From an optimization exercise on the open Yosys and OpenROAD flow, aimed at small area, a short achievable clock period and few clock cycles; shortcuts taken in it are not production practice. Where RTL was checked, it was by simulation tests only, not by an equivalence proof against the original. No functional check of the RTL was part of run 6.

==> flow/design.v, too long to show whole: its modules and the start of the top module <==
// module ck_table: 11 lines
// module out_fifo: 29 lines
// module ed_rowbuf: 25 lines
// module ed_luma: 188 lines
// module ed_blend: 293 lines
// module thermy_ck8: 611 lines
module thermy_ck8 #(
    parameter WMAX = 32,
    parameter AW   = 5,
    parameter [7:0] PRE0 = 8'h51,
    parameter [7:0] PRE1 = 8'h78
) (
    input  wire        clk,
    input  wire        rst,
    input  wire        cmd_valid,
    output wire        cmd_ready,
    input  wire [31:0] cmd_data,
    output reg  [31:0] res,
    output reg         res_valid,
    output wire        out_valid,
    input  wire        out_ready,
    output wire [7:0]  out_data
);
  // ...
==> flow/flow/run.sh <==
#!/bin/bash
set -euo pipefail
bash standard.sh SETUP_SLACK_MARGIN=14.4 SKIP_GATE_CLONING=1 \
    "BUFFER_PORTS_ARGS=-buffer_cell sky130_fd_sc_hd__buf_4" finish > standard_make.log 2>&1
==> flow/standard.sh <==
#!/bin/bash
# synth_recipe.tcl (not shown) runs the flow's synth.tcl, then flattens the netlist and writes it again
# the make line also repeats each setting of config.mk as NAME=value (left out here)
make -C /OpenROAD-flow-scripts/flow DESIGN_CONFIG=/design/flow/config.mk WORK_HOME=/design/flow/orfs CLKGATE_MAP_FILE= SYNTH_SCRIPT=/design/flow/synth_recipe.tcl "${@:-finish}"
==> flow/config.mk <==
export PLATFORM = sky130hd
export DESIGN_NAME = thermy_ck8
export DESIGN_NICKNAME = thermy_ck8
export VERILOG_FILES = /design/flow/design.v
export SDC_FILE = /design/flow/constraint.sdc
export NUM_CORES = 4
export LEC_CHECK = 0
export CAP_MARGIN = 20
export CORE_MARGIN = 2
export CORE_UTILIZATION = 20
export CTS_CLUSTER_DIAMETER = 150
export CTS_CLUSTER_SIZE = 20
export PLACE_DENSITY = 0.3
export SLEW_MARGIN = 20
==> flow/constraint.sdc <==
create_clock -name core_clock -period 20.0 [get_ports {clk}]
set_input_delay 4.0000 -clock core_clock [delete_from_list [all_inputs] [get_ports {clk}]]
set_output_delay 4.0000 -clock core_clock [all_outputs]
set_load 0.01 [all_outputs]
==> flow_metrics.py, run 1 <==
metrics = {
    "drt": {
        "viasPerCell": 4.34,
        "drc": 0,
        "wl_met3_mm": 4.38,
        "wl_met2_mm": 81.0,
        "wl_mm": 170,
        "wl_per_cell_microns": 20.1,
        "postRouteAntennaNets": 0,
    },
    "sta": {
        "min_period_over_period": 0.273,
        "hold_slack_ns": 0.319,
        "clock-skew-final_ns": 0.0731,
        "max_freq_ghz": 0.183,
    },
    "worst_setup_path": {
        "worst-r2r-setup-slack_ns": 14.63,
        "crit_path_max_fanout": 97,
        "crit_path_start_kind": "primary input",
    },
    "die": {
        "fp-row-count": 183,
        "dieArea_sq_mm": 0.254,
        "die_x_microns": 504,
    },
    "synthesis": {
        "yosys.area_share.adder": 0.130,
        "yosys.cell_types.count": 112,
        "netlist_area_sq_mm": 0.0500,
        "ys.flop_type": "dfxtp_1",
        "synthTopCellsByArea": "edfxtp_1, dfxtp_1, fa_1, ha_1, xnor2_1",
        "synth_top_family_by_area": "simple AND/OR/NAND/NOR gates",
        "yosysWarnings": 6,
    },
    "global_route": {
        "met2_usage": 0.222,
        "busiest_layer": "met2",
        "grtUsageMet3": 0.0138,
        "grt-ovfl-total": 0,
    },
    "outcome": {
        "status": "timing/DRC/antenna clean",
    },
    "layout": {
        "dominant_cells": "multi-input combinational cells",
        "nClkBuffers": 83,
        "seqCellArea_sq_mm": 0.0215,
        "layout.nonclk_buf_frac": 0.0251,
    },
    "hold_path": {
        "min-delay-start": "bit6$_DFF_P_",
    },
    "clock_network": {
        "clkTransAtPathRegs_ns": 0.09,
    },
}
Testbench counts, summed over its fixed seeds: cycles 10,576.
==> run 2: changes to the inputs <==
==> flow/flow/run.sh (replaced) <==
#!/bin/bash
set -euo pipefail
bash standard.sh SETUP_SLACK_MARGIN=14.8 SKIP_GATE_CLONING=1 \
    "BUFFER_PORTS_ARGS=-buffer_cell sky130_fd_sc_hd__buf_4" finish > standard_make.log 2>&1
==> run 2 against run 1 <==
Net effect: final cell count increased by 0.59%; fmax grew 3.5%; first-iteration DRC count shrank 20%.
==> flow_metrics.py, run 2 <==
metrics = {
    "outcome": {
        "status": "timing/DRC/antenna clean",
    },
    "worst_setup_path": {
        "crit_arrival_ns": 1.28,
        "path_buf_inv": 1,
        "worst-r2r-setup-slack_ns": 15.03,
        "cp.depth": 1,
        "critPathKind": "flip-flop to primary output",
        "cp_slowest_cell": "edfxtp_1",
        "required_ns": 16.00,
        "path_cells": "buf_6",
        "crit_path_start_kind": "flip-flop",
        "cp_top_family": "flip-flops",
        "reg2reg_depth": 21,
        "crit_start": "u_out.out_data[7]$_DFFE_PP_",
        "r2r-end": "u_ring.r[7][6]$_DFFE_PP_",
        "crit_end": "out_data[7]",
        "crit_path_max_fanout": 1,
        "cp_slowest_stage_delay_ns": 0.41,
        "worstSetupEndpointType": "primary output",
        "rr_startpoint": "ml[1]$_DFFE_PP_",
    },
    "sta": {
        "min_period_over_period": 0.264,
        "clock-skew-final_ns": 0.0658,
        "min_period_ns": 5.28,
        "hold_viol_final": 0,
        "worst_pin_slew_ns": 1.16,
        "setup_viol": 0,
        "slew_viol_final": 0,
        "max_freq_ghz": 0.189,
        "rsz0062_at_grt": "true",
        "slew_headroom": 0.228,
        "finalSetupTns_ns": 0,
    },
    "clock_network": {
        "h-tree-depth": 2,
        "cts_tree": "yes",
        "root_buffer": "clkbuf_16",
        "cts_inserted_buffers": 51,
        "clockBufferDepth": 3,
        "clkTransAtPathRegs_ns": 0.09,
        "cts.sinks": 881,
        "clk_latency_ns": 0.75,
    },
    "layout": {
        "nets": 5580,
        "postLayoutCoreUtil": 0.233,
        "layout-drive-gt1-share": 0.117,
        "fillCellCount": 27100,
        "area_growth_pct": 15.6,
        "largest_reg_flops": 248,
        "most-common-layout-cells": "nor2_1, dfxtp_1, inv_1",
        "mostFrequentLayoutCell": "nor2_1",
        "regMostFlops": "u_ring.r",
    },
    "synthesis": {
        "yosysWarnings": 6,
        "synthMostInstantiatedCell": "nor2_1",
        "synth_top_area_frac": 0.232,
        "ys.flop_type": "dfxtp_1",
        "synth_async_sr_flop_share": 0,
        "synth_edf_count": 387,
        "netlist_instances": 5082,
        "yosys.cell_types.count": 112,
        "seq_area_frac_synth": 0.430,
        "avgSynthCellArea_sq_um": 9.84,
        "ys_ff_latch": 881,
        "synthTopCellsByArea": "edfxtp_1, dfxtp_1, fa_1, ha_1, xnor2_1",
        "yosysTopAreaCell": "edfxtp_1",
        "netlist_area_sq_mm": 0.0500,
        "ys_top_cells_by_count": "nor2_1, dfxtp_1, inv_1, nand2_1, edfxtp_1",
        "synth_fp_nets": 5517,
    },
    "die": {
        "start_util": 0.201,
        "coreArea_sq_mm": 0.249,
        "die_x_microns": 504,
        "fp-row-count": 183,
        "die_h_microns": 504,
        "io-pin-count": 79,
        "dieArea_sq_mm": 0.254,
    },
    "run": {
        "maxCapViolations": 0,
    },
    "place": {
        "dp.final_hpwl_mm": 125,
        "port_buffers": 78,
        "routabilityCongestion": 0.847,
    },
    "global_route": {
        "grt_max_degree": 173,
        "grt_pass1_vias": 37400,
        "grt-ovfl-total": 0,
        "grt_pass1_wl_mm": 255,
        "grt_antenna_before_repair": 3,
        "gr-usage-all-layers": 0.131,
    },
    "drt": {
        "wl_mm": 171,
        "drt_iter0_markers": 2029,
        "drc": 0,
        "postRouteAntennaNets": 0,
        "dr.pass1.iters": 5,
        "via_count": 36800,
        "wl_per_cell_microns": 20.1,
        "viasPerCell": 4.32,
    },
    "hold_path": {
        "min-delay-start": "bit4$_DFF_P_",
        "hold_class": "flip-flop to flip-flop",
    },
}
-- run 2: routing by layer --
metal,up-vias,global-route usage,wire [microns]
met5,-,0,9
met4,2,0.0404,5740
met3,167,0.0132,4670
met2,535,0.219,80200
met1,18200,0.177,80300
li1,17900,-,-
-- run 2: per-stage QoR --
stage               area [sq um]  instances  setup slack, ns  hold slack (ns)
floorplan                  50000       5082            14.82            0.310
global placement           54400       8334            13.78            0.313
detailed placement         54400       8334            13.79            0.312
global route               57800       8513            14.64            0.339
CTS                        57100       8481            14.63            0.334
finish                     57800       8514            14.72            0.326
-- run 2: worst reg2reg max path, delay by kind of cell (launching register included) --
| family | cells | cell delay, ns |
|---|---|---|
| AO/OA/AOI/OAI | 7 | 1.11 |
| XOR/XNOR | 2 | 0.35 |
| adder cells (fa/ha/maj) | 3 | 0.86 |
| buffers and inverters | 2 | 0.26 |
| flip-flops | 1 | 0.42 |
| AND/OR/NAND/NOR | 7 | 1.69 |
-- run 2: timing repair --
action	in CTS	in global routing
pin swaps	19	47
gates resized for setup	194	108
setup endpoints to repair	290	167
endpoints found under the hold margin	0	0
hold buffers	0	0
buffers inserted	57	30
-- run 2: final cells by class --
cell class | count | area (sq um) | area share
flip-flops and latches | 881 | 21600 | 0.373
inverters | 411 | 1590 | 0.0275
repair buffers | 228 | 2130 | 0.0369
well taps | 3330 | 4170 | 0.0720
multi-input cells | 3572 | 26800 | 0.463
clock buffers | 83 | 1460 | 0.0252
diodes | 2 | 5.00 | 0.0000865
clock inverters | 7 | 91.3 | 0.00158
-- run 2: cells by family after synthesis --
logic type	synth area share
DFF	0.430
muxes	0.0267
and+or+nand+nor	0.163
xor gates and xnor gates	0.0658
adders and majority gates	0.130
buffers and inverters	0.0488
AOI/OAI and AO/OA	0.136
-- run 2: worst min-delay path by stage --
stage                        end  slack (ns)  cells after the start
floorplan           bit4$_DFF_P_        0.31                      0
global placement      f6$_DFF_P_        0.31                      0
detailed placement    z5$_DFF_P_        0.31                      0
CTS                 bit5$_DFF_P_        0.33                      0
global route        bit5$_DFF_P_        0.34                      0
finish              bit5$_DFF_P_        0.33                      0
==> run 3: changes to the inputs <==
==> flow/flow/run.sh (replaced) <==
#!/bin/bash
set -euo pipefail
bash standard.sh SETUP_SLACK_MARGIN=14.6 SKIP_GATE_CLONING=1 \
    "BUFFER_PORTS_ARGS=-buffer_cell sky130_fd_sc_hd__buf_4" finish > standard_make.log 2>&1
--- a/flow/config.mk
+++ b/flow/config.mk
@@ -7,2 +7,3 @@
 export LEC_CHECK = 0
+export ABC_AREA = 1
 export CAP_MARGIN = 20
==> run 3 against run 2 <==
Net effect: sequential cell count unchanged; final area up 2.3%; register-to-register slack worse by 0.16 ns; critical path type unchanged; largest cell class unchanged.
==> flow_metrics.py, run 3 <==
metrics = {
    "global_route": {
        "grt-ovfl-total": 0,
        "grt_pass1_wl_mm": 282,
        "grt_pass1_vias": 41600,
        "grt_max_degree": 78,
        "gr-usage-all-layers": 0.142,
        "grt_antenna_before_repair": 15,
    },
    "synthesis": {
        "seq_area_frac_synth": 0.412,
        "avgSynthCellArea_sq_um": 8.14,
        "ys_top_cells_by_count": "nand2_1, inv_1, nor2_1, dfxtp_1, edfxtp_1",
        "synthTopCellsByArea": "edfxtp_1, dfxtp_1, nand2_1, fa_1, inv_1",
        "netlist_area_sq_mm": 0.0522,
        "yosysWarnings": 6,
        "yosysTopAreaCell": "edfxtp_1",
        "ys_ff_latch": 881,
        "synth_edf_count": 387,
        "synth_fp_nets": 6840,
        "ys.flop_type": "dfxtp_1",
        "synthMostInstantiatedCell": "nand2_1",
        "yosys.cell_types.count": 72,
        "synth_async_sr_flop_share": 0,
        "netlist_instances": 6405,
        "synth_top_area_frac": 0.223,
    },
    "place": {
        "routabilityCongestion": 0.835,
        "dp.final_hpwl_mm": 147,
        "port_buffers": 78,
        "dp.cells": 9770,
        "placed_area_sq_mm": 0.0567,
    },
    "clock_network": {
        "cts_inserted_buffers": 52,
        "h-tree-depth": 2,
        "hold_buffers": 0,
        "clk_latency_ns": 0.76,
        "cts.sinks": 881,
        "clkTransAtPathRegs_ns": 0.09,
        "root_buffer": "clkbuf_16",
        "clockBufferDepth": 3,
        "cts_tree": "yes",
    },
    "die": {
        "die_x_microns": 515,
        "dieArea_sq_mm": 0.265,
        "die_h_microns": 515,
        "coreArea_sq_mm": 0.259,
        "start_util": 0.201,
        "fp-row-count": 187,
        "io-pin-count": 79,
    },
    "layout": {
        "nets": 6904,
        "finalNonFillerCells": 9913,
        "area_growth_pct": 13.5,
        "regMostFlops": "u_ring.r",
        "final_area_sq_mm": 0.0592,
        "postLayoutCoreUtil": 0.228,
        "most-common-layout-cells": "nand2_1, inv_1, nor2_1",
        "mostFrequentLayoutCell": "nand2_1",
        "layout-drive-gt1-share": 0.0755,
        "fillCellCount": 28600,
        "largest_reg_flops": 248,
    },
    "worst_setup_path": {
        "path_cells": "buf_6",
        "reg2reg_depth": 20,
        "required_ns": 16.00,
        "crit_path_start_kind": "flip-flop",
        "critPathKind": "flip-flop to primary output",
        "cp_slowest_stage_delay_ns": 0.55,
        "cp_slowest_cell": "edfxtp_1",
        "worstSetupEndpointType": "primary output",
        "rr_startpoint": "alpha[0]$_SDFFE_PP1P_",
        "crit_arrival_ns": 1.49,
        "r2r-end": "p3[20]$_DFF_P_",
        "crit_path_max_fanout": 1,
        "path_buf_inv": 1,
        "worst-r2r-setup-slack_ns": 14.87,
        "crit_start": "u_out.out_data[7]$_DFFE_PP_",
        "cp_top_family": "flip-flops",
    },
    "sta": {
        "min_period_over_period": 0.274,
        "hold_viol_final": 0,
        "rsz0062_at_grt": "true",
        "worst_pin_slew_ns": 1.14,
        "setup_viol": 0,
        "slew_viol_final": 0,
        "min_period_ns": 5.49,
        "clock-skew-final_ns": 0.0830,
        "max_freq_ghz": 0.182,
        "slew_headroom": 0.233,
        "finalSetupTns_ns": 0,
    },
    "run": {
        "maxCapViolations": 0,
    },
    "hold_path": {
        "min_path_cells": 0,
        "min_to": "k4[0]$_DFF_P_",
        "hold_class": "flip-flop to flip-flop",
        "min-delay-start": "k3[0]$_DFF_P_",
    },
    "drt": {
        "via_count": 42200,
        "postRouteAntennaNets": 0,
        "drt_iter0_markers": 2691,
        "viasPerCell": 4.26,
        "drc": 0,
        "wl_mm": 192,
        "dr.pass1.iters": 6,
        "wl_per_cell_microns": 19.4,
    },
    "outcome": {
        "status": "timing/DRC/antenna clean",
    },
}
[run 3: repair_timing]
item                       in CTS  in global routing
setup endpoints to repair     148                101
gates cloned                    0                  0
resized for setup              54                 84
setup buffers                  15                 32
pin swaps                       4                 18
hold endpoints to repair        0                  0
[run 3: area by class of cell]
cell class                      count  area (sq um)  area share
Sequential cell                   881         21600       0.364
Inverter                         1042          3950      0.0668
Clock buffer                       82          1430      0.0242
Multi-Input combinational cell   4318         26400       0.446
Clock inverter                      9           144     0.00243
Tap cell                         3402          4260      0.0719
Timing Repair Buffer              174          1440      0.0244
Antenna cell                        5          12.5    0.000211
[run 3: how the worst max path moves through the flow]
stage,endpoint,slack (ns),cells after the start
after floorplan,base6[8]$_DFF_P_,12.90,21
after global placement,bplines[31]$_SDFFE_PP0P_,13.16,6
after detailed placement,zrow$_SDFF_PP1_,13.11,7
after CTS,out_data[7],14.35,1
after global routing,out_data[7],14.40,1
final,out_data[7],14.51,1
[run 3: kinds of logic (layout without fill, tap and decap cells)]
group / count (synthesis) / after routing / synth area share
AND/OR/NAND/NOR: 2651 / 2651 / 0.216
other: 0 / 5 / 0
AO/OA/AOI/OAI: 992 / 992 / 0.111
multiplexers: 8 / 8 / 0.00173
flip-flops: 881 / 881 / 0.412
XOR/XNOR: 268 / 268 / 0.0451
adder cells (fa/ha/maj): 399 / 399 / 0.125
buffers and inverters: 1206 / 1307 / 0.0893
[run 3: metal layers]
| layer | vias up | wire length [microns] | global-route usage |
|---|---|---|---|
| met5 | - | 96 | 0 |
| met4 | 14 | 3680 | 0.0248 |
| met3 | 124 | 7890 | 0.0187 |
| met2 | 684 | 85400 | 0.223 |
| met1 | 20500 | 94900 | 0.207 |
| li1 | 20900 | - | - |
[run 3: per-stage QoR]
step	hold WS [ns]	setup slack (ns)
2_1_floorplan	0.310	12.90
3_3_place_gp	0.311	13.16
3_5_place_dp	0.312	13.11
4_1_cts	0.327	14.35
5_1_grt	0.330	14.40
6_report	0.327	14.51
==> run 4: changes to the inputs <==
--- a/flow/config.mk
+++ b/flow/config.mk
@@ -7,3 +7,2 @@
 export LEC_CHECK = 0
-export ABC_AREA = 1
 export CAP_MARGIN = 20
==> run 4 against run 3 <==
Net effect: still clean; worst hold slack got worse by 0.011 ns; fmax is 3.1% higher; count of clock-buffer cells in the layout decreased by 2; via count down 13%; global-route usage down 1.1 points; setup slack better by 0.16 ns; area after synthesis is 4.1% lower; largest cell class unchanged.
==> flow_metrics.py, run 4 <==
metrics = {
    "die": {
        "fp-row-count": 183,
        "die_x_microns": 504,
        "start_util": 0.201,
        "coreArea_sq_mm": 0.249,
        "die_h_microns": 504,
        "io-pin-count": 79,
        "dieArea_sq_mm": 0.254,
    },
    "drt": {
        "via_count": 36600,
        "viasPerCell": 4.32,
        "wl_mm": 169,
        "drt_iter0_markers": 2201,
        "drc": 0,
        "dr.pass1.iters": 6,
        "postRouteAntennaNets": 0,
        "wl_per_cell_microns": 19.9,
    },
    "sta": {
        "rsz0062_at_grt": "false",
        "slew_headroom": 0.250,
        "clock-skew-final_ns": 0.0641,
        "finalSetupTns_ns": 0,
        "slew_viol_final": 0,
        "hold_viol_final": 0,
        "setup_viol": 0,
        "setup_ws_ns": 14.68,
        "min_period_over_period": 0.266,
        "max_freq_ghz": 0.188,
        "worst_pin_slew_ns": 1.12,
        "min_period_ns": 5.32,
    },
    "synthesis": {
        "synthTopCellsByArea": "edfxtp_1, dfxtp_1, fa_1, ha_1, xnor2_1",
        "ys.flop_type": "dfxtp_1",
        "yosysWarnings": 6,
        "yosys.cell_types.count": 112,
        "netlist_instances": 5082,
        "synth-simple-area-share": 0.163,
        "synth_edf_count": 387,
        "synth_fp_nets": 5517,
        "yosys-mux-area-fraction": 0.0267,
        "synth_xor_area_frac": 0.0658,
        "netlist_area_sq_mm": 0.0500,
        "synth_top_area_frac": 0.232,
        "ys_top_cells_by_count": "nor2_1, dfxtp_1, inv_1, nand2_1, edfxtp_1",
        "synth_top_family_by_area": "simple AND/OR/NAND/NOR gates",
        "synth_async_sr_flop_share": 0,
        "synthMostInstantiatedCell": "nor2_1",
        "ys_ff_latch": 881,
        "yosys.area_share.adder": 0.130,
        "seq_area_frac_synth": 0.430,
        "avgSynthCellArea_sq_um": 9.84,
        "synth-compound-area-share": 0.136,
        "yosysTopAreaCell": "edfxtp_1",
    },
    "worst_setup_path": {
        "path_buf_inv": 1,
        "critPathKind": "flip-flop to primary output",
        "crit_path_start_kind": "flip-flop",
        "path_cells": "buf_4",
        "required_ns": 16.00,
        "cp_slowest_cell": "dfxtp_1",
        "crit_arrival_ns": 1.32,
        "crit_path_max_fanout": 2,
        "cp_slowest_stage_delay_ns": 0.46,
        "worstSetupEndpointType": "primary output",
        "cp_top_family": "flip-flops",
    },
    "layout": {
        "fillCellCount": 27100,
        "layout-drive-gt1-share": 0.0947,
        "seqCellArea_sq_mm": 0.0215,
        "postLayoutCoreUtil": 0.230,
        "multi_input_area_sq_mm": 0.0266,
        "most-common-layout-cells": "nor2_1, dfxtp_1, inv_1",
        "regMostFlops": "u_ring.r",
        "area_growth_pct": 14.2,
        "nets": 5553,
        "mostFrequentLayoutCell": "nor2_1",
        "largest_reg_flops": 248,
    },
    "place": {
        "port_buffers": 78,
        "dp.final_hpwl_mm": 123,
        "routabilityCongestion": 0.841,
        "place_ws_ns": 13.84,
    },
    "clock_network": {
        "clockBufferDepth": 3,
        "root_buffer": "clkbuf_16",
        "h-tree-depth": 2,
        "clk_latency_ns": 0.74,
        "cts_inserted_buffers": 52,
        "cts_tree": "yes",
        "cts.sinks": 881,
        "clkTransAtPathRegs_ns": 0.10,
    },
    "global_route": {
        "met2_usage": 0.226,
        "grt-ovfl-total": 0,
        "grt_max_degree": 174,
        "use_met1": 0.171,
        "grt_pass1_vias": 37500,
        "busiest_layer": "met2",
        "grt_antenna_before_repair": 5,
        "grt_pass1_wl_mm": 255,
        "gr-usage-all-layers": 0.130,
        "grtUsageMet3": 0.0145,
    },
    "outcome": {
        "status": "timing/DRC/antenna clean",
    },
    "run": {
        "maxCapViolations": 0,
    },
    "hold_path": {
        "hold_class": "flip-flop to flip-flop",
    },
}
[run 4: timing repair]
| item | CTS | global route |
|---|---|---|
| cloned | 0 | 0 |
| endpoints found under the setup margin | 112 | 158 |
| pin swaps | 6 | 18 |
| resized for setup | 65 | 87 |
| buffers inserted | 19 | 35 |
| hold buffers | 0 | 0 |
[run 4: layer usage]
layer	vias to the layer above	part of all wire
met3	175	0.031
met5	-	0.00016
met2	581	0.48
met4	4	0.027
met1	18000	0.46
li1	17800	-
[run 4: per-stage QoR]
stage	hold slack [ns]	cells	cell area, sq um
finish	0.316	8487	57100
global route	0.309	8485	57100
CTS	0.315	8447	56400
detailed placement	0.312	8339	54400
global placement	0.311	8339	54400
floorplan	0.310	5082	50000
[run 4: final cells by class]
class / count / area share
Multi-Input combinational cell: 3572 / 0.465
Sequential cell: 881 / 0.377
Tap cell: 3330 / 0.0730
Timing Repair Buffer: 200 / 0.0301
Inverter: 411 / 0.0275
Clock buffer: 80 / 0.0246
Clock inverter: 9 / 0.00259
Antenna cell: 4 / 0.000175
[run 4: path summary, 6_finish.rpt]
path                     to  slack (ns)  depth (start not counted)           startpoint
max                  res[7]       14.68                          1  res[7]$_SDFFE_PP0P_
min              z3$_DFF_P_        0.32                          0           z1$_DFF_P_
max reg2reg  u1[21]$_DFF_P_       14.83                         19     cin[2]$_DFFE_PN_
min reg2reg      z3$_DFF_P_        0.32                          0           z1$_DFF_P_
[run 4: cell families (layout without fill, tap and decap cells)]
group,Yosys count,after routing
other,0,4
and+or+nand+nor,1666,1666
buffers and inverters,629,700
muxes,117,117
adders and majority gates,399,399
DFF,881,881
AOI/OAI and AO/OA,1015,1015
xor gates and xnor gates,375,375
==> run 5: changes to the inputs <==
==> flow/flow/run.sh (replaced) <==
#!/bin/bash
set -euo pipefail
bash standard.sh SETUP_SLACK_MARGIN=14.8 SKIP_GATE_CLONING=1 MATCH_CELL_FOOTPRINT=0 \
    "BUFFER_PORTS_ARGS=-buffer_cell sky130_fd_sc_hd__buf_4" finish > standard_make.log 2>&1
==> run 5 against run 4 <==
Net effect: worst hold slack worse by 0.025 ns; sequential share of layout area is 0.37 points lower; synthesized cell count stayed put; core utilization is 0.30 points higher; final area is 1.3% higher; first-iteration DRC count is 2.5% lower; largest cell class unchanged.
==> flow_metrics.py, run 5 <==
metrics = {
    "outcome": {
        "status": "timing/DRC/antenna clean",
    },
    "drt": {
        "viasPerCell": 4.31,
        "drt_iter0_markers": 2146,
        "via_count": 36800,
        "drc": 0,
        "wl_per_cell_microns": 20.0,
        "dr.pass1.iters": 5,
        "wl_mm": 171,
        "postRouteAntennaNets": 0,
    },
    "clock_network": {
        "root_buffer": "clkbuf_16",
        "cts_tree": "yes",
        "h-tree-depth": 2,
        "clkTransAtPathRegs_ns": 0.08,
        "cts_inserted_buffers": 52,
        "clk_latency_ns": 0.75,
        "clockBufferDepth": 3,
        "cts.sinks": 881,
    },
    "synthesis": {
        "avgSynthCellArea_sq_um": 9.84,
        "synth_async_sr_flop_share": 0,
        "netlist_instances": 5082,
        "ys_ff_latch": 881,
        "synth_edf_count": 387,
        "synthTopCellsByArea": "edfxtp_1, dfxtp_1, fa_1, ha_1, xnor2_1",
        "synthMostInstantiatedCell": "nor2_1",
        "yosysWarnings": 6,
        "synth_fp_nets": 5517,
        "synth_top_area_frac": 0.232,
        "ys_top_cells_by_count": "nor2_1, dfxtp_1, inv_1, nand2_1, edfxtp_1",
        "yosysTopAreaCell": "edfxtp_1",
        "netlist_area_sq_mm": 0.0500,
        "ys.flop_type": "dfxtp_1",
        "yosys.cell_types.count": 112,
        "seq_area_frac_synth": 0.430,
    },
    "worst_setup_path": {
        "cp_slowest_stage_delay_ns": 0.41,
        "crit_path_max_fanout": 1,
        "required_ns": 16.00,
        "cp_top_family": "flip-flops",
        "cp_slowest_cell": "edfxtp_1",
        "crit_path_start_kind": "flip-flop",
        "path_buf_inv": 1,
        "path_cells": "buf_6",
        "worstSetupEndpointType": "primary output",
        "crit_arrival_ns": 1.29,
        "critPathKind": "flip-flop to primary output",
    },
    "layout": {
        "most-common-layout-cells": "nor2_1, dfxtp_1, inv_1",
        "layout-drive-gt1-share": 0.116,
        "finalNonFillerCells": 8519,
        "regMostFlops": "u_ring.r",
        "area_growth_pct": 15.7,
        "largest_reg_flops": 248,
        "mostFrequentLayoutCell": "nor2_1",
        "postLayoutCoreUtil": 0.233,
        "nets": 5584,
    },
    "global_route": {
        "grt_max_degree": 167,
        "grt_antenna_before_repair": 5,
        "grt_pass1_wl_mm": 255,
        "gr-usage-all-layers": 0.131,
        "grt_pass1_vias": 37500,
        "grt-ovfl-total": 0,
    },
    "sta": {
        "slew_viol_final": 0,
        "min_period_ns": 5.29,
        "hold_viol_final": 0,
        "clock-skew-final_ns": 0.0729,
        "max_freq_ghz": 0.189,
        "rsz0062_at_grt": "true",
        "setup_viol": 0,
        "worst_pin_slew_ns": 1.04,
        "finalSetupTns_ns": 0,
        "slew_headroom": 0.304,
        "min_period_over_period": 0.265,
    },
    "die": {
        "die_h_microns": 504,
        "dieArea_sq_mm": 0.254,
        "coreArea_sq_mm": 0.249,
        "start_util": 0.201,
        "io-pin-count": 79,
        "fp-row-count": 183,
        "die_x_microns": 504,
    },
    "hold_path": {
        "hold_class": "flip-flop to flip-flop",
    },
    "run": {
        "maxCapViolations": 0,
    },
    "place": {
        "dp.cells": 8339,
        "port_buffers": 78,
        "routabilityCongestion": 0.847,
        "dp.final_hpwl_mm": 123,
    },
}
## run 5: cell families (layout without fill, tap and decap cells)
kind of cell / count (synthesis) / after routing / share of synthesized area
AOI/OAI and AO/OA: 1015 / 1015 / 0.136
xor gates and xnor gates: 375 / 375 / 0.0658
adders and majority gates: 399 / 399 / 0.130
buffers and inverters: 629 / 732 / 0.0488
DFF: 881 / 881 / 0.430
muxes: 117 / 117 / 0.0267
other: 0 / 4 / 0
and+or+nand+nor: 1666 / 1666 / 0.163
## run 5: layer usage
layer | vias up | wire length, microns | global-route usage
li1 | 17900 | - | -
met1 | 18200 | 78200 | 0.173
met2 | 500 | 82200 | 0.227
met3 | 162 | 4950 | 0.0140
met4 | 2 | 5190 | 0.0325
met5 | - | 13 | 0
## run 5: stage by stage
stage | cell area [sq um] | hold WS (ns) | setup slack (ns)
after floorplan | 50000 | 0.310 | 14.82
after global placement | 54400 | 0.311 | 13.67
after detailed placement | 54400 | 0.312 | 13.72
after CTS | 57200 | 0.289 | 14.60
after global routing | 57800 | 0.313 | 14.61
final | 57800 | 0.291 | 14.71
## run 5: cell type report
type | instances | area (sq um)
fillers | 27000 | 191000
multi-input cells | 3572 | 26800
flip-flops and latches | 881 | 21600
well taps | 3330 | 4170
repair buffers | 231 | 2160
inverters | 411 | 1570
clock buffers | 82 | 1420
clock inverters | 8 | 145
diodes | 4 | 10.0
## run 5: worst paths after layout
kind	cells after the start	to	start	slack [ns]
worst max register to register	18	p3[24]$_DFF_P_	alpha[6]$_SDFFE_PP1P_	15.02
worst min-delay path	0	k4[1]$_DFF_P_	k3[1]$_DFF_P_	0.29
worst min register to register	0	k4[1]$_DFF_P_	k3[1]$_DFF_P_	0.29
worst max-delay path	1	out_data[3]	u_out.out_data[3]$_DFFE_PP_	14.71
## run 5: what timing repair did
action                     4_1_cts  5_1_grt
buffers inserted                59       26
hold buffers                     0        0
setup endpoints to repair      383      286
gates resized for setup        200       99
pin swaps                       22       38
==> module thermy_ck8, before the edit <==
module thermy_ck8 #(
    parameter WMAX = 32,
    parameter AW   = 5,
    parameter [7:0] PRE0 = 8'h51,
    parameter [7:0] PRE1 = 8'h78
) (
    input  wire        clk,
    input  wire        rst,
    input  wire        cmd_valid,
    output wire        cmd_ready,
    input  wire [31:0] cmd_data,
    output reg  [31:0] res,
    output reg         res_valid,
    output wire        out_valid,
    input  wire        out_ready,
    output wire [7:0]  out_data
);
    localparam [2:0] E_ILL = 3'd1, E_ENC = 3'd2, E_CFG = 3'd3, E_SEQ = 3'd4;
    localparam [7:0] OP_NOP = 8'h00, OP_SETCTRL = 8'h01, OP_SETW = 8'h02,
                     OP_SETA = 8'h03, OP_RDREG = 8'h04, OP_CLRERR = 8'h05,
                     OP_RSTRAS = 8'h06, OP_CKCLR = 8'h10, OP_CKUPD = 8'h11,
                     OP_CKRD = 8'h12, OP_FRBT = 8'h20, OP_FRBR = 8'h21,
                     OP_FRPUT = 8'h22, OP_FRI2B = 8'h23, OP_REVB = 8'h24,
                     OP_FCCLR = 8'h30, OP_FCPUT = 8'h31, OP_DQPIX = 8'h40,
                     OP_BPPIX = 8'h50;
    localparam [2:0] FC_IDLE = 3'd0, FC_BUSY = 3'd1, FC_OK = 3'd2, FC_BADPRE = 3'd3,
                     FC_BADTYPE = 3'd4, FC_BADCK = 3'd5, FC_BADTERM = 3'd6;
    localparam [3:0] P_P0 = 4'd0, P_P1 = 4'd1, P_CMD = 4'd2, P_TYPE = 4'd3,
                     P_L0 = 4'd4, P_L1 = 4'd5, P_PAY = 4'd6, P_CK = 4'd7,
                     P_TERM = 4'd8;
    localparam [17:0] DV = 18'd159375;       
    localparam [1:0]  K_BP = 2'd0, K_TH = 2'd1, K_ED = 2'd2;
    reg [2:0]  errcode;
    reg        mode, rev, route;
    reg [2:0]  wc;               
    reg [7:0]  alpha;
    reg [7:0]  ckcrc;
    reg [7:0]  frcmd;
    reg        frtype;
    reg [15:0] frrem;
    reg [2:0]  fcstat;
    reg [3:0]  fcphase;
    reg [7:0]  fccmd;
    reg        fctype;
    reg [15:0] fclen;
    reg [15:0] fcrem;
    reg [7:0]  fccrc;
    reg [4:0]  dqx;
    reg [31:0] dqy;
    reg [4:0]  bpx;
    reg [31:0] bplines;
    reg [31:0] outcnt;
    reg [3:0]  oc_pend;
    reg        dqy_inc, bpl_inc;  
    reg        zrow;             
    reg [7:0]  frcrc;            
    reg [7:0]  bpacc;            
    reg [2:0]  kb;               
    reg [7:0]  dq_hi;            
    reg        dq_w;             
    reg [2:0]  bw;               
    wire fropen = (frrem != 16'd0);
    reg [31:0] cin, sk;
    reg        cin_v, sk_v;
    reg        rdy;
    assign cmd_ready = rdy;
    wire [31:0] c     = cin;
    wire [7:0]  op    = c[31:24];
    wire [7:0]  b8    = c[7:0];
    reg known, rsv_bad;
    reg [2:0] err;
    wire [4:0] wm1      = {wc[1:0] - 2'd1, 3'b111};    
    wire       dqx_last = (dqx == wm1);
    wire       bpx_last = (bpx == wm1);
    wire [2:0] k        = bpx[2:0];
    always @(*) begin
        known   = 1'b1;
        rsv_bad = 1'b0;
        case (op)
            OP_NOP, OP_CLRERR, OP_RSTRAS, OP_CKCLR, OP_CKRD, OP_FCCLR:
                rsv_bad = (c[23:0] != 24'd0);
            OP_SETA, OP_CKUPD, OP_FRPUT, OP_REVB, OP_FCPUT, OP_BPPIX:
                rsv_bad = (c[23:8] != 16'd0);
            OP_RDREG:
                rsv_bad = (c[23:8] != 16'd0) || (b8 > 8'h18);
            OP_SETW:
                rsv_bad = (c[23:16] != 8'd0);
            OP_SETCTRL:
                rsv_bad = (c[23:3] != 21'd0);
            OP_FRI2B:
                rsv_bad = (c[23:21] != 3'd0);
            OP_FRBT, OP_FRBR, OP_DQPIX:
                rsv_bad = 1'b0;
            default:
                known = 1'b0;
        endcase
        err = 3'd0;
        if (!known || rsv_bad)
            err = E_ILL;
        else begin
            case (op)
                OP_SETCTRL:
                    if (dqx != 5'd0 || bpx != 5'd0) err = E_CFG;
                OP_SETW:
                    if (c[15:0] == 16'd0 || c[2:0] != 3'd0 || c[15:0] > WMAX ||
                        dqx != 5'd0 || bpx != 5'd0) err = E_CFG;
                OP_FRBT, OP_FRBR:
                    if (fropen) err = E_SEQ;
                OP_FRPUT:
                    if (!fropen) err = E_SEQ;
                OP_FRI2B:
                    if (!fropen) err = E_SEQ;
                    else if ({12'd0, c[19:16]} > frrem) err = E_ENC;
                OP_FCPUT:
                    if (fcstat >= FC_OK) err = E_SEQ;
                OP_DQPIX, OP_BPPIX:
                    if (wc == 3'd0) err = E_CFG;
                    else if (route && k == 3'd7 && !fropen) err = E_SEQ;
                default: ;
            endcase
        end
    end
    reg  [3:0] i2b_j;            
    wire       i2b_cont = (i2b_j != 4'd0);
    wire ignored = (errcode != 3'd0) && (op != OP_RDREG) && (op != OP_CLRERR) && !i2b_cont;
    wire ok      = i2b_cont || (!ignored && err == 3'd0);
    reg v1, v3, v4, v5, v6, v7;
    wire pp_empty = !(v1 | v3 | v4 | v5 | v6 | v7);
    localparam TQD = 4;
    reg [TQD-1:0] q_v;
    reg           tp_v;         
    reg  [1:0]    q_wr;
    wire q_full  = &(q_v | ({{(TQD-1){1'b0}}, tp_v} << q_wr));
    wire q_empty = !(|q_v) && !tp_v;
    reg  hdr_busy;
    wire is_fr   = (op == OP_FRBT) || (op == OP_FRBR);
    wire pushy   = is_fr || (op == OP_FRPUT) || (op == OP_FRI2B) ||
                   (op == OP_DQPIX) || (op == OP_BPPIX);
    wire drainy  = (op == OP_SETW) || (op == OP_RSTRAS) ||
                   ((op == OP_RDREG) && (b8 == 8'h08 || b8 == 8'h12 || b8 == 8'h14));
    wire i2b_n0  = (c[19:16] == 4'd0);
    wire i2b_more = (op == OP_FRI2B) && ok && !i2b_n0 && (i2b_j != c[19:16] - 4'd1);
    wire blk   = (pushy && q_full) || (is_fr && hdr_busy) ||
                 (drainy && !(pp_empty && q_empty));
    wire adv   = cin_v && !blk;           
    wire done  = adv && !i2b_more;        
    wire x_ok  = adv && ok;               
    reg        rq_v, rq_rev;    
    reg [7:0]  rq_b;
    reg [31:0] rdval;
    always @(*) begin
        case (rq_b[4:0])
            5'h00: rdval = {21'd0, (bpx != 5'd0), (dqx != 5'd0), fropen, 5'd0, errcode};
            5'h01: rdval = {29'd0, route, rev, mode};
            5'h02: rdval = {26'd0, wc, 3'd0};
            5'h03: rdval = {24'd0, alpha};
            5'h04: rdval = {24'd0, ckcrc};
            5'h05: rdval = {24'd0, frcmd};
            5'h06: rdval = {31'd0, frtype};
            5'h07: rdval = {16'd0, frrem};
            5'h08: rdval = {24'd0, frcrc};
            5'h09: rdval = {29'd0, fcstat};
            5'h0A: rdval = {28'd0, fcphase};
            5'h0B: rdval = {24'd0, fccmd};
            5'h0C: rdval = {31'd0, fctype};
            5'h0D: rdval = {16'd0, fclen};
            5'h0E: rdval = {16'd0, fcrem};
            5'h0F: rdval = {24'd0, fccrc};
            5'h10: rdval = {27'd0, dqx};
            5'h11: rdval = dqy;
            5'h12: rdval = {dq_hi, {24{dq_w}}};
            5'h13: rdval = {27'd0, bpx};
            5'h14: rdval = {24'd0, bpacc};
            5'h15: rdval = bplines;
            5'h16: rdval = outcnt;
            5'h17: rdval = {16'd0, WMAX[15:0]};
            5'h18: rdval = {16'd0, PRE1, PRE0};
            default: rdval = 32'd0;
        endcase
    end
    wire [7:0] ck_next, fc_next, fr_next;
    ck_table u_ck_ck (.idx(ckcrc ^ b8), .val(ck_next));
    ck_table u_ck_fc (.idx(fccrc ^ b8), .val(fc_next));
    wire is_pix   = (op == OP_DQPIX) || (op == OP_BPPIX);
    wire pix_byte = is_pix && (k == 3'd7);
    wire frem1    = (frrem == 16'd1);
    wire [3:0] i2b_idx  = c[20] ? (c[19:16] - 4'd1 - i2b_j) : i2b_j;
    wire [7:0] i2b_byte = (i2b_idx == 4'd0) ? c[7:0] :
                          (i2b_idx == 4'd1) ? c[15:8] : 8'd0;
    reg        t_push;
    reg        t_hdr, t_close, t_route, t_rev, t_fill;
    reg [7:0]  t_byte;
    reg [3:0]  oc_inc;
    reg        fr_dec;
    always @(*) begin
        t_push = 1'b0; t_hdr = 1'b0; t_close = 1'b0; t_route = 1'b1;
        t_rev = 1'b0; t_fill = 1'b1; t_byte = b8; oc_inc = 4'd0; fr_dec = 1'b0;
        if (x_ok) begin
            if (is_fr) begin
                t_push = 1'b1; t_hdr = 1'b1; t_byte = c[15:8];
                t_close = (c[23:8] == 16'd0);
                oc_inc = t_close ? 4'd8 : 4'd6;
            end else if (op == OP_FRPUT) begin
                t_push = 1'b1; t_close = frem1; fr_dec = 1'b1;
                oc_inc = frem1 ? 4'd3 : 4'd1;
            end else if (op == OP_FRI2B) begin
                if (!i2b_n0) begin
                    t_push = 1'b1; t_close = frem1; fr_dec = 1'b1; t_byte = i2b_byte;
                    oc_inc = frem1 ? 4'd3 : 4'd1;
                end
            end else if (pix_byte) begin
                t_push = 1'b1; t_route = route; t_rev = rev; t_fill = 1'b0;
                t_close = route && frem1; fr_dec = route;
                oc_inc = (route && frem1) ? 4'd3 : 4'd1;
            end
        end
    end
    wire pix_go = x_ok && is_pix;
    reg [1:0]  k1, k3, k4, k5, k6, k7;
    reg        bit1, bit3, bit4, bit5, bit6, bit7;
    reg        z1, z3, z4, z5;
    reg        f1, f3, f4, f5, f6, f7;
    reg [21:0] u1;
    reg [25:0] p3;
    reg [17:0] rm4, rm5;
    reg [4:0]  lo4;
    reg [1:0]  lo5;
    reg [2:0]  q4;
    reg [5:0]  q5;
    reg signed [9:0] base6;
    reg signed [9:0] ml;        
    reg signed [6:0] eb;        
    reg signed [4:0] ea;        
    wire [21:0] u_luma;
    ed_luma u_luma_i (.p(c[23:0]), .y(u_luma));
    wire [29:0] blend;
    ed_blend u_blend_i (.u(u1), .a(alpha), .y(blend));
    wire        th_white = (u1 < 22'd1270000);
    function [18:0] dstep(input [18:0] win);
        reg [19:0] t;
        begin
            t = {1'b0, win} - {2'b00, DV};
            dstep = t[19] ? {1'b0, win[17:0]} : {1'b1, t[17:0]};
        end
    endfunction
    wire [18:0] s7 = dstep(p3[25:7]);
    wire [18:0] s6 = dstep({s7[17:0], p3[6]});
    wire [18:0] s5 = dstep({s6[17:0], p3[5]});
    wire [18:0] s4 = dstep({rm4, lo4[4]});
    wire [18:0] s3 = dstep({s4[17:0], lo4[3]});
    wire [18:0] s2 = dstep({s3[17:0], lo4[2]});
    wire [18:0] s1 = dstep({rm5, lo5[1]});
    wire [18:0] s0 = dstep({s1[17:0], lo5[0]});
    wire [7:0]  gq = ~{q5, s1[18], s0[18]};
    wire [7:0] tap1, tap2, tap3;
    wire [1:0] pend = {1'b0, (v6 && k6 == K_ED)} + {1'b0, (v7 && k7 == K_ED)};
    wire [7:0] tap  = (pend == 2'd0) ? tap1 : (pend == 2'd1) ? tap2 : tap3;
    wire signed [9:0] e_row  = z5 ? 10'sd0 : {{2{tap[7]}}, tap};
    wire signed [9:0] base_n = $signed({2'b00, gq}) + e_row;
    function [9:0] err_of(input [9:0] mm);    
        reg w, n;
        reg [7:0] a;
        begin
            w = !mm[9] && (mm[8] || (mm[7] && (mm[6:0] != 7'd0)));
            if (!w) begin
                n = mm[9];
                a = mm[9] ? (~mm[7:0] + 8'd1) : mm[7:0];
            end else if (!mm[8]) begin
                n = (mm[7:0] != 8'hFF);
                a = ~mm[7:0];
            end else begin
                n = 1'b0;
                a = mm[7:0] + 8'd1;
            end
            err_of = {w, n, a};
        end
    endfunction
    wire [9:0]  el  = err_of(ml);
    wire [10:0] a7  = {el[7:0], 3'b000} - {3'b000, el[7:0]};
    wire [5:0]  t7  = a7[9:4];
    wire        c_n = el[8] && !f6;
    wire [9:0]  c_x = f6 ? 10'd0 : ({4'd0, t7} ^ {10{el[8]}});
    wire signed [9:0] m_n = base6 + c_x + {9'd0, c_n};
    wire [9:0] et  = err_of(ml);
    wire       t_w = et[9];
    wire       t_n = et[8];
    wire [9:0] a3  = {et[7:0], 1'b0} + {2'b00, et[7:0]};
    wire [10:0] a5 = {et[7:0], 2'b00} + {3'b000, et[7:0]};
    wire [7:0] d3  = {3'd0, a3[8:4]} ^ {8{t_n}};           
    wire [7:0] d5  = {2'd0, a5[9:4]} ^ {8{t_n}};
    wire [4:0] d1  = {1'b0, et[7:4]} ^ {5{t_n}};
    wire [7:0] ebx = {eb[6], eb};
    wire [7:0] ring_in = f7 ? ebx : (ebx + d3 + {7'd0, t_n});
    wire [7:0] eb_n    = (f7 ? 8'd0 : {{3{ea[4]}}, ea}) + d5 + {7'd0, t_n};
    wire [4:0] ea_n    = d1 + {4'd0, t_n};
    wire ed7 = v7 && (k7 == K_ED);
    ed_rowbuf u_ring (
        .clk(clk), .shift(ed7), .bw(bw), .vin(ring_in),
        .tap1(tap1), .tap2(tap2), .tap3(tap3)
    );
    wire       pbit    = (k7 == K_ED) ? !t_w : bit7;
    wire [7:0] pk_acc  = bpacc | ({7'd0, pbit} << kb);
    wire       pk_fill = v7 && (kb == 3'd7);
    always @(posedge clk) begin
        u1    <= u_luma;
        p3    <= blend[29:4];
        rm4   <= s5[17:0];
        lo4   <= p3[4:0];
        q4    <= {s7[18], s6[18], s5[18]};
        rm5   <= s2[17:0];
        lo5   <= lo4[1:0];
        q5    <= {q4, s4[18], s3[18], s2[18]};
        base6 <= base_n;
        k1 <= (op == OP_BPPIX) ? K_BP : mode ? K_ED : K_TH;
        bit1 <= !b8[7];
        z1 <= zrow;
        f1 <= (dqx == 5'd0);
        k3 <= k1; bit3 <= (k1 == K_TH) ? !th_white : bit1; z3 <= z1; f3 <= f1;
        k4 <= k3; bit4 <= bit3; z4 <= z3; f4 <= f3;
        k5 <= k4; bit5 <= bit4; z5 <= z4; f5 <= f4;
        k6 <= k5; bit6 <= bit5; f6 <= f5;
        k7 <= k6; bit7 <= bit6; f7 <= f6;
        if (v6 && k6 == K_ED)
            ml <= m_n;
        if (ed7) begin
            eb <= eb_n[6:0];
            ea <= ea_n;
        end
        if (rst) begin
            v1 <= 1'b0; v3 <= 1'b0; v4 <= 1'b0; v5 <= 1'b0;
            v6 <= 1'b0; v7 <= 1'b0;
        end else begin
            v1 <= pix_go; v3 <= v1; v4 <= v3; v5 <= v4; v6 <= v5; v7 <= v6;
        end
    end
    reg [TQD-1:0] q_hdr, q_cl, q_rt, q_rv, q_fl;
    reg [7:0]     q_b [0:TQD-1];
    reg [1:0]     q_rd;
    reg           tp_hdr, tp_close, tp_route, tp_rev, tp_fill;
    reg [7:0]     tp_byte;
    reg [7:0]     hdr_hi;       
    reg  [2:0] hj;
    reg  [1:0] ph;                
    wire       prod_ok;
    wire       h_v   = q_v[q_rd];
    wire       h_hdr = q_hdr[q_rd];
    wire       h_cl  = q_cl[q_rd];
    wire       h_rt  = q_rt[q_rd];
    wire       h_rv  = q_rv[q_rd];
    wire       h_fl  = q_fl[q_rd];
    wire [7:0] hb    = q_b[q_rd];
    wire       e_go  = h_v && prod_ok && (h_hdr || ph != 2'd0 || h_fl);
    reg  [7:0] hdr_byte;
    always @(*) begin
        case (hj)
            3'd0: hdr_byte = PRE0;
            3'd1: hdr_byte = PRE1;
            3'd2: hdr_byte = frcmd;
            3'd3: hdr_byte = {7'd0, frtype};
            3'd4: hdr_byte = hb;
            default: hdr_byte = hdr_hi;
        endcase
    end
    wire [7:0] hb_rv  = {hb[0], hb[1], hb[2], hb[3], hb[4], hb[5], hb[6], hb[7]};
    wire [7:0] e_data = h_hdr ? hdr_byte : (h_rv ? hb_rv : hb);
    wire [7:0] e_byte = (ph == 2'd1) ? frcrc : (ph == 2'd2) ? 8'hFF : e_data;
    ck_table u_ck_fr (.idx(frcrc ^ e_data), .val(fr_next));
    wire e_pop = e_go && ((ph == 2'd2) ||
                          (ph == 2'd0 && !h_cl && (!h_hdr || hj == 3'd5)));
    out_fifo u_out (
        .clk(clk), .rst(rst), .prod(e_go), .prod_data(e_byte), .prod_ok(prod_ok),
        .out_valid(out_valid), .out_ready(out_ready), .out_data(out_data)
    );
    wire [TQD-1:0] unf = q_v & ~q_hdr & ~q_fl;
    reg  [TQD-1:0] fsel;
    reg            found;
    integer qi;
    always @(*) begin
        found = 1'b0;
        fsel  = {TQD{1'b0}};
        for (qi = 0; qi < TQD; qi = qi + 1)
            if (!found && unf[(q_rd + qi) % TQD]) begin
                fsel[(q_rd + qi) % TQD] = 1'b1;
                found = 1'b1;
            end
    end
    integer qk;
    always @(posedge clk) begin
        for (qk = 0; qk < TQD; qk = qk + 1) begin
            if (tp_v && q_wr == qk) begin
                q_hdr[qk] <= tp_hdr; q_cl[qk] <= tp_close; q_rt[qk] <= tp_route;
                q_rv[qk] <= tp_rev; q_b[qk] <= tp_byte;
            end else if (pk_fill && fsel[qk])
                q_b[qk] <= pk_acc;
            if (tp_v && q_wr == qk)
                q_fl[qk] <= tp_fill;
            else if (pk_fill && fsel[qk])
                q_fl[qk] <= 1'b1;
        end
        if (rst) begin
            q_v  <= {TQD{1'b0}};
            q_wr <= 2'd0;
            tp_v <= 1'b0;
            q_rd <= 2'd0;
            hj  <= 3'd0;
            ph  <= 2'd0;
            frcrc <= 8'd0;
            hdr_busy <= 1'b0;
        end else begin
            for (qk = 0; qk < TQD; qk = qk + 1)
                if (tp_v && q_wr == qk)
                    q_v[qk] <= 1'b1;
                else if (e_pop && q_rd == qk)
                    q_v[qk] <= 1'b0;
            if (tp_v) q_wr <= q_wr + 2'd1;
            tp_v <= t_push;
            if (e_pop)  q_rd <= q_rd + 2'd1;
            if (e_go) begin
                if (ph == 2'd0) begin
                    if (h_hdr) begin
                        frcrc <= 8'd0;
                        if (hj == 3'd5) begin
                            hj <= 3'd0;
                            if (h_cl) ph <= 2'd1;
                        end else
                            hj <= hj + 3'd1;
                    end else begin
                        if (h_rt) frcrc <= fr_next;
                        if (h_cl) ph <= 2'd1;
                    end
                end else if (ph == 2'd1)
                    ph <= 2'd2;
                else
                    ph <= 2'd0;
            end
            if (x_ok && is_fr)
                hdr_busy <= 1'b1;
            else if (e_pop && h_hdr)
                hdr_busy <= 1'b0;
        end
        if (x_ok && is_fr)
            hdr_hi <= c[23:16];
        tp_hdr <= t_hdr; tp_close <= t_close; tp_route <= t_route;
        tp_rev <= t_rev; tp_fill <= t_fill; tp_byte <= t_byte;
    end
    wire load_cin = !cin_v || done;
    wire acc      = cmd_valid && rdy;
    wire sk_v_n   = sk_v ? !load_cin : (acc && !load_cin);
    always @(posedge clk) begin
        if (load_cin) cin <= sk_v ? sk : cmd_data;
        if (!sk_v)    sk  <= cmd_data;
        if (rst) begin
            cin_v <= 1'b0;
            sk_v  <= 1'b0;
            rdy   <= 1'b1;
        end else begin
            if (load_cin) cin_v <= sk_v || acc;
            sk_v <= sk_v_n;
            rdy  <= !sk_v_n;
        end
    end
    wire clr_ras = x_ok && ((op == OP_SETW) || (op == OP_RSTRAS) ||
                            (op == OP_SETCTRL && c[0] != mode));
    always @(posedge clk) begin
        if (rst) begin
            errcode    <= 3'd0;
            mode       <= 1'b0;
            rev        <= 1'b0;
            route      <= 1'b0;
            wc         <= 3'd0;
            alpha      <= 8'hFF;
            ckcrc      <= 8'd0;
            frcmd      <= 8'd0;
            frtype     <= 1'b0;
            frrem      <= 16'd0;
            fcstat     <= FC_IDLE;
            fcphase    <= P_P0;
            fccmd      <= 8'd0;
            fctype     <= 1'b0;
            fclen      <= 16'd0;
            fcrem      <= 16'd0;
            fccrc      <= 8'd0;
            dqx        <= 5'd0;
            dqy        <= 32'd0;
            bpx        <= 5'd0;
            bplines    <= 32'd0;
            outcnt     <= 32'd0;
            oc_pend    <= 4'd0;
            zrow       <= 1'b1;
            res        <= 32'd0;
            res_valid  <= 1'b0;
            rq_v       <= 1'b0;
            dqy_inc    <= 1'b0;
            bpl_inc    <= 1'b0;
            i2b_j      <= 4'd0;
            bpacc      <= 8'd0;
            kb         <= 3'd0;
            dq_hi      <= 8'd0;
            dq_w       <= 1'b0;
            bw         <= 3'd0;
        end else begin
            rq_v <= 1'b0;
            res_valid <= rq_v;
            if (rq_v)
                res <= rq_rev ? {24'd0, rq_b[0], rq_b[1], rq_b[2], rq_b[3],
                                 rq_b[4], rq_b[5], rq_b[6], rq_b[7]} : rdval;
            oc_pend <= oc_inc;
            outcnt  <= outcnt + {28'd0, oc_pend};
            if (fr_dec)
                frrem <= frrem - 16'd1;
            if (v7) begin
                kb <= kb + 3'd1;
                bpacc <= (kb == 3'd7) ? 8'd0 : pk_acc;
            end
            if (v1 && k1 == K_ED) dq_hi <= 8'hFF;
            if (v1 && k1 == K_TH) dq_hi <= alpha;
            if (ed7) dq_w <= t_w;
            if (v7 && k7 == K_TH) dq_w <= !bit7;
            if (adv && op == OP_FRI2B && ok && !i2b_n0)
                i2b_j <= i2b_more ? i2b_j + 4'd1 : 4'd0;
            if (done && !ok && !ignored && errcode == 3'd0)
                errcode <= err;
            dqy_inc <= 1'b0;
            bpl_inc <= 1'b0;
            if (clr_ras) begin
                dqx <= 5'd0; dqy <= 32'd0;
                bpx <= 5'd0; bplines <= 32'd0;
                zrow <= 1'b1;
            end else begin
                if (dqy_inc) dqy <= dqy + 32'd1;
                if (bpl_inc) bplines <= bplines + 32'd1;
            end
            if (done && ok) begin
                case (op)
                OP_SETCTRL: begin
                    mode  <= c[0];
                    rev   <= c[1];
                    route <= c[2];
                end
                OP_SETW: begin
                    wc <= c[5:3];
                    bw <= c[5:3];
                end
                OP_RSTRAS: begin
                    kb <= 3'd0;
                    bpacc <= 8'd0;
                end
                OP_SETA:   alpha <= b8;
                OP_RDREG:  begin rq_v <= 1'b1; rq_rev <= 1'b0; rq_b <= b8; end
                OP_CLRERR: errcode <= 3'd0;
                OP_CKCLR:  ckcrc <= 8'd0;
                OP_CKUPD:  ckcrc <= ck_next;
                OP_CKRD:   begin rq_v <= 1'b1; rq_rev <= 1'b0; rq_b <= 8'h04; end
                OP_REVB:   begin rq_v <= 1'b1; rq_rev <= 1'b1; rq_b <= b8; end
                OP_FRBT, OP_FRBR: begin
                    frcmd  <= b8;
                    frtype <= op[0];
                    frrem  <= c[23:8];
                end
                OP_FCCLR: begin
                    fcstat <= FC_IDLE; fcphase <= P_P0;
                    fccmd <= 8'd0; fctype <= 1'b0;
                    fclen <= 16'd0; fcrem <= 16'd0; fccrc <= 8'd0;
                end
                OP_FCPUT: begin
                    case (fcphase)
                    P_P0: if (b8 == PRE0) begin fcstat <= FC_BUSY; fcphase <= P_P1; end
                          else fcstat <= FC_BADPRE;
                    P_P1: if (b8 == PRE1) fcphase <= P_CMD;
                          else fcstat <= FC_BADPRE;
                    P_CMD: begin fccmd <= b8; fcphase <= P_TYPE; end
                    P_TYPE: if (b8 <= 8'd1) begin fctype <= b8[0]; fcphase <= P_L0; end
                            else fcstat <= FC_BADTYPE;
                    P_L0: begin fclen <= {8'd0, b8}; fcphase <= P_L1; end
                    P_L1: begin
                        fclen <= {b8, fclen[7:0]};
                        fcrem <= {b8, fclen[7:0]};
                        fccrc <= 8'd0;
                        fcphase <= ({b8, fclen[7:0]} == 16'd0) ? P_CK : P_PAY;
                    end
                    P_PAY: begin
                        fccrc <= fc_next;
                        fcrem <= fcrem - 16'd1;
                        if (fcrem == 16'd1) fcphase <= P_CK;
                    end
                    P_CK: if (b8 == fccrc) fcphase <= P_TERM;
                          else fcstat <= FC_BADCK;
                    P_TERM: if (b8 == 8'hFF) fcstat <= FC_OK;
                            else fcstat <= FC_BADTERM;
                    default: ;
                    endcase
                end
                OP_DQPIX, OP_BPPIX: begin
                    if (bpx_last) begin
                        bpx <= 5'd0; bpl_inc <= 1'b1;
                    end else
                        bpx <= bpx + 5'd1;
                    if (op == OP_DQPIX) begin
                        if (dqx_last) begin
                            dqx <= 5'd0; dqy_inc <= 1'b1;
                            if (mode) zrow <= 1'b0;
                        end else
                            dqx <= dqx + 5'd1;
                    end
                end
                default: ;
                endcase
            end
        end
    end
endmodule
==> run 6: changes to the inputs <==
--- a/flow/design.v
+++ b/flow/design.v
@@ -988,2 +988,4 @@
             hdr_hi <= c[23:16];
+        rq_rev <= (op == OP_REVB);
+        rq_b   <= (op == OP_CKRD) ? 8'h04 : b8;
         tp_hdr <= t_hdr; tp_close <= t_close; tp_route <= t_route;
@@ -1094,3 +1096,3 @@
                 OP_SETA:   alpha <= b8;
-                OP_RDREG:  begin rq_v <= 1'b1; rq_rev <= 1'b0; rq_b <= b8; end
+                OP_RDREG:  rq_v <= 1'b1;
                 OP_CLRERR: errcode <= 3'd0;
@@ -1098,4 +1100,4 @@
                 OP_CKUPD:  ckcrc <= ck_next;
-                OP_CKRD:   begin rq_v <= 1'b1; rq_rev <= 1'b0; rq_b <= 8'h04; end
-                OP_REVB:   begin rq_v <= 1'b1; rq_rev <= 1'b1; rq_b <= b8; end
+                OP_CKRD:   rq_v <= 1'b1;
+                OP_REVB:   rq_v <= 1'b1;
                 OP_FRBT, OP_FRBR: begin
==> flow/flow/run.sh (replaced) <==
#!/bin/bash
set -euo pipefail
bash standard.sh SETUP_SLACK_MARGIN=14.6 SKIP_GATE_CLONING=1 \
    "BUFFER_PORTS_ARGS=-buffer_cell sky130_fd_sc_hd__buf_4" finish > standard_make.log 2>&1
==> run 6 against run 5 <==
Net effect: first-iteration DRC count is 1.4% higher; setup slack worse by 0.049 ns; critical endpoint is now res[3]; wire length is 0.81% lower; critical path type unchanged; largest cell class unchanged; final area is 2.1% lower; die area is 1.1% lower; register-to-register slack worse by 0.31 ns; highest routed layer unchanged; global-route usage hardly changed; area after synthesis is 1.1% lower; via count is 1.1% lower.
==> flow_metrics.py, run 6 <==
metrics = {
    "outcome": {
        "status": "timing/DRC/antenna clean",
    },
    "drt": {
        "wl_per_cell_microns": 20.3,
        "wl_met3_mm": 4.77,
        "dr.max_layer_used": "met5",
        "drc": 0,
        "wl_met2_mm": 79.8,
        "wl_met1_mm": 81.1,
        "viasPerCell": 4.37,
        "postRouteAntennaNets": 0,
        "dr.pass1.iters": 6,
        "drt_iter0_markers": 2175,
        "via_count": 36400,
        "wl_mm": 169,
    },
    "layout": {
        "regMostFlops": "u_ring.r",
        "layout-drive-gt1-share": 0.101,
        "most-common-layout-cells": "nor2_1, dfxtp_1, inv_1",
        "mostFrequentLayoutCell": "nor2_1",
        "postLayoutCoreUtil": 0.230,
        "area_growth_pct": 14.5,
        "largest_reg_flops": 248,
        "nets": 5490,
    },
    "sta": {
        "clock-skew-final_ns": 0.0792,
        "worst_pin_slew_ns": 1.21,
        "slew_headroom": 0.191,
        "slew_viol_final": 0,
        "setup_viol": 0,
        "min_period_ns": 5.34,
        "hold_viol_final": 0,
        "min_period_over_period": 0.267,
        "max_freq_ghz": 0.187,
        "setup_ws_ns": 14.66,
        "finalSetupTns_ns": 0,
        "rsz0062_at_grt": "true",
    },
    "global_route": {
        "grt_antenna_before_repair": 6,
        "grt_pass1_vias": 36400,
        "grt-ovfl-total": 0,
        "gr-usage-all-layers": 0.131,
        "grt_pass1_wl_mm": 250,
        "grt_max_degree": 181,
    },
    "worst_setup_path": {
        "required_ns": 16.00,
        "cp_slowest_stage_delay_ns": 0.42,
        "cp_slowest_cell": "dfxtp_2",
        "path_cells": "buf_4",
        "critPathKind": "flip-flop to primary output",
        "path_buf_inv": 1,
        "crit_path_max_fanout": 2,
        "worstSetupEndpointType": "primary output",
        "crit_arrival_ns": 1.34,
        "crit_path_start_kind": "flip-flop",
        "cp_top_family": "flip-flops",
    },
    "synthesis": {
        "avgSynthCellArea_sq_um": 9.86,
        "ys_ff_latch": 881,
        "synth_top_area_frac": 0.230,
        "yosys.cell_types.count": 102,
        "ys.flop_type": "dfxtp_1",
        "netlist_area_sq_mm": 0.0494,
        "synth_edf_count": 378,
        "synthTopCellsByArea": "edfxtp_1, dfxtp_1, fa_1, ha_1, xnor2_1",
        "synth_fp_nets": 5449,
        "netlist_instances": 5014,
        "ys_top_cells_by_count": "dfxtp_1, nor2_1, inv_1, nand2_1, edfxtp_1",
        "synth_async_sr_flop_share": 0,
        "synthMostInstantiatedCell": "dfxtp_1",
        "yosysTopAreaCell": "edfxtp_1",
        "seq_area_frac_synth": 0.433,
        "yosysWarnings": 6,
    },
    "clock_network": {
        "clk_latency_ns": 0.76,
        "clkTransAtPathRegs_ns": 0.10,
        "cts_tree": "yes",
        "cts_inserted_buffers": 53,
        "h-tree-depth": 2,
        "hold_buffers": 0,
        "root_buffer": "clkbuf_16",
        "clockBufferDepth": 3,
        "cts.sinks": 881,
    },
    "hold_path": {
        "hold_class": "flip-flop to flip-flop",
    },
    "die": {
        "die_x_microns": 501,
        "dieArea_sq_mm": 0.251,
        "coreArea_sq_mm": 0.246,
        "start_util": 0.201,
        "io-pin-count": 79,
        "die_h_microns": 501,
        "fp-row-count": 182,
    },
    "place": {
        "place_ws_ns": 13.78,
        "routabilityCongestion": 0.805,
        "dp.final_hpwl_mm": 122,
        "port_buffers": 78,
    },
    "run": {
        "maxCapViolations": 0,
    },
}
## run 6: cell count changes after synthesis, moves of 10 or more
cell       change
a22o_1        -11
a2111oi_0     -12
and3_1        -12
nor2_1        -30
and2_1        +10
xnor2_1       +13
o21ai_0       +19
buf_2         -13
## run 6: metrics by stage
| stage | hold WS [ns] | instance area (sq um) | std cells |
|---|---|---|---|
| after global routing | 0.337 | 56600 | 8312 |
| after global placement | 0.311 | 53800 | 8171 |
| after detailed placement | 0.312 | 53800 | 8171 |
| after CTS | 0.332 | 55900 | 8282 |
| final | 0.331 | 56600 | 8313 |
| after floorplan | 0.310 | 49500 | 5014 |
## run 6: logic make-up after synthesis
family,Yosys count,share of synthesized area
adders and majority gates,399,0.131
xor gates and xnor gates,391,0.0693
muxes,114,0.0262
buffers and inverters,626,0.0492
AOI/OAI and AO/OA,1011,0.134
DFF,881,0.433
and+or+nand+nor,1592,0.156
## run 6: area by class of cell
| cell class | instances | area [sq um] |
|---|---|---|
| antenna | 3 | 7.51 |
| clock buffer | 81 | 1470 |
| clock inverter | 9 | 124 |
| fill | 26600 | 189000 |
| inverter | 413 | 1580 |
| multi-input combinational | 3507 | 26200 |
| sequential | 881 | 21500 |
| tap | 3220 | 4030 |
| timing repair buffer | 199 | 1710 |
## run 6: worst paths after layout
| path | start | end | slack [ns] | depth (start not counted) |
|---|---|---|---|---|
| max | res[3]$_SDFFE_PP0P_ | res[3] | 14.66 | 1 |
| min | z1$_DFF_P_ | z3$_DFF_P_ | 0.33 | 0 |
| max reg2reg | alpha[3]$_SDFFE_PP1P_ | p3[24]$_DFF_P_ | 14.71 | 19 |
| min reg2reg | z1$_DFF_P_ | z3$_DFF_P_ | 0.33 | 0 |
## run 6: metal layers
| metal | vias to the layer above | GRT usage |
|---|---|---|
| li1 | 17500 | - |
| met1 | 18100 | 0.181 |
| met2 | 539 | 0.220 |
| met3 | 144 | 0.0134 |
| met4 | 2 | 0.0271 |
| met5 | - | 0 |
## run 6: what timing repair did
item                                    4_1_cts  5_1_grt
buffers inserted                             21       28
endpoints found under the hold margin         0        0
pin swaps                                    15       37
endpoints found under the setup margin      135      124
resized for setup                            90       92

## static timing again, ports no longer ideal
In the flow no input, the clock included, has a driving cell. The finished layouts below were timed again as built, in two steps.
Step 1 (the two cells are an assumption about what drives the block):
set clk [get_ports {clk}]
set_driving_cell -lib_cell sky130_fd_sc_hd__clkbuf_16 $clk
set_driving_cell -lib_cell sky130_fd_sc_hd__buf_2 [delete_from_list [all_inputs] $clk]
Step 2 times the ports against the registers' clock, not the clock port: input delays grow and output delays shrink by t, the midpoint of the rising clock arrivals with the driver on.
Slacks: ideal ports / drivers / drivers and shift; pairs: ideal ports / drivers.
run	t, ns	slack for setup (ns)	hold slack, ns	latest minus earliest clock arrival (ns)	worst data-port slew with drivers (ns)
run 1	0.790	14.538 / 14.588 / 13.797	0.319 / 0.319 / 0.319	0.080 / 0.079	0.07
run 2	0.802	14.720 / 14.633 / 14.201	0.326 / 0.326 / 0.326	0.065 / 0.066	0.07
run 3	0.802	14.512 / 14.428 / 14.062	0.327 / 0.327 / 0.327	0.084 / 0.083	0.10
run 4	0.795	14.676 / 14.587 / 14.092	0.316 / 0.316 / 0.316	0.065 / 0.065	0.06
run 5	0.803	14.709 / 14.621 / 14.175	0.291 / 0.291 / 0.291	0.074 / 0.073	0.05
run 6	0.805	14.660 / 14.575 / 14.005	0.331 / 0.331 / 0.331	0.087 / 0.087	0.06
After both steps setup and hold are still met in every run listed. For run 1, which loses most, drivers alone change the setup slack by +0.050 ns; drivers and shift together by -0.741 ns.
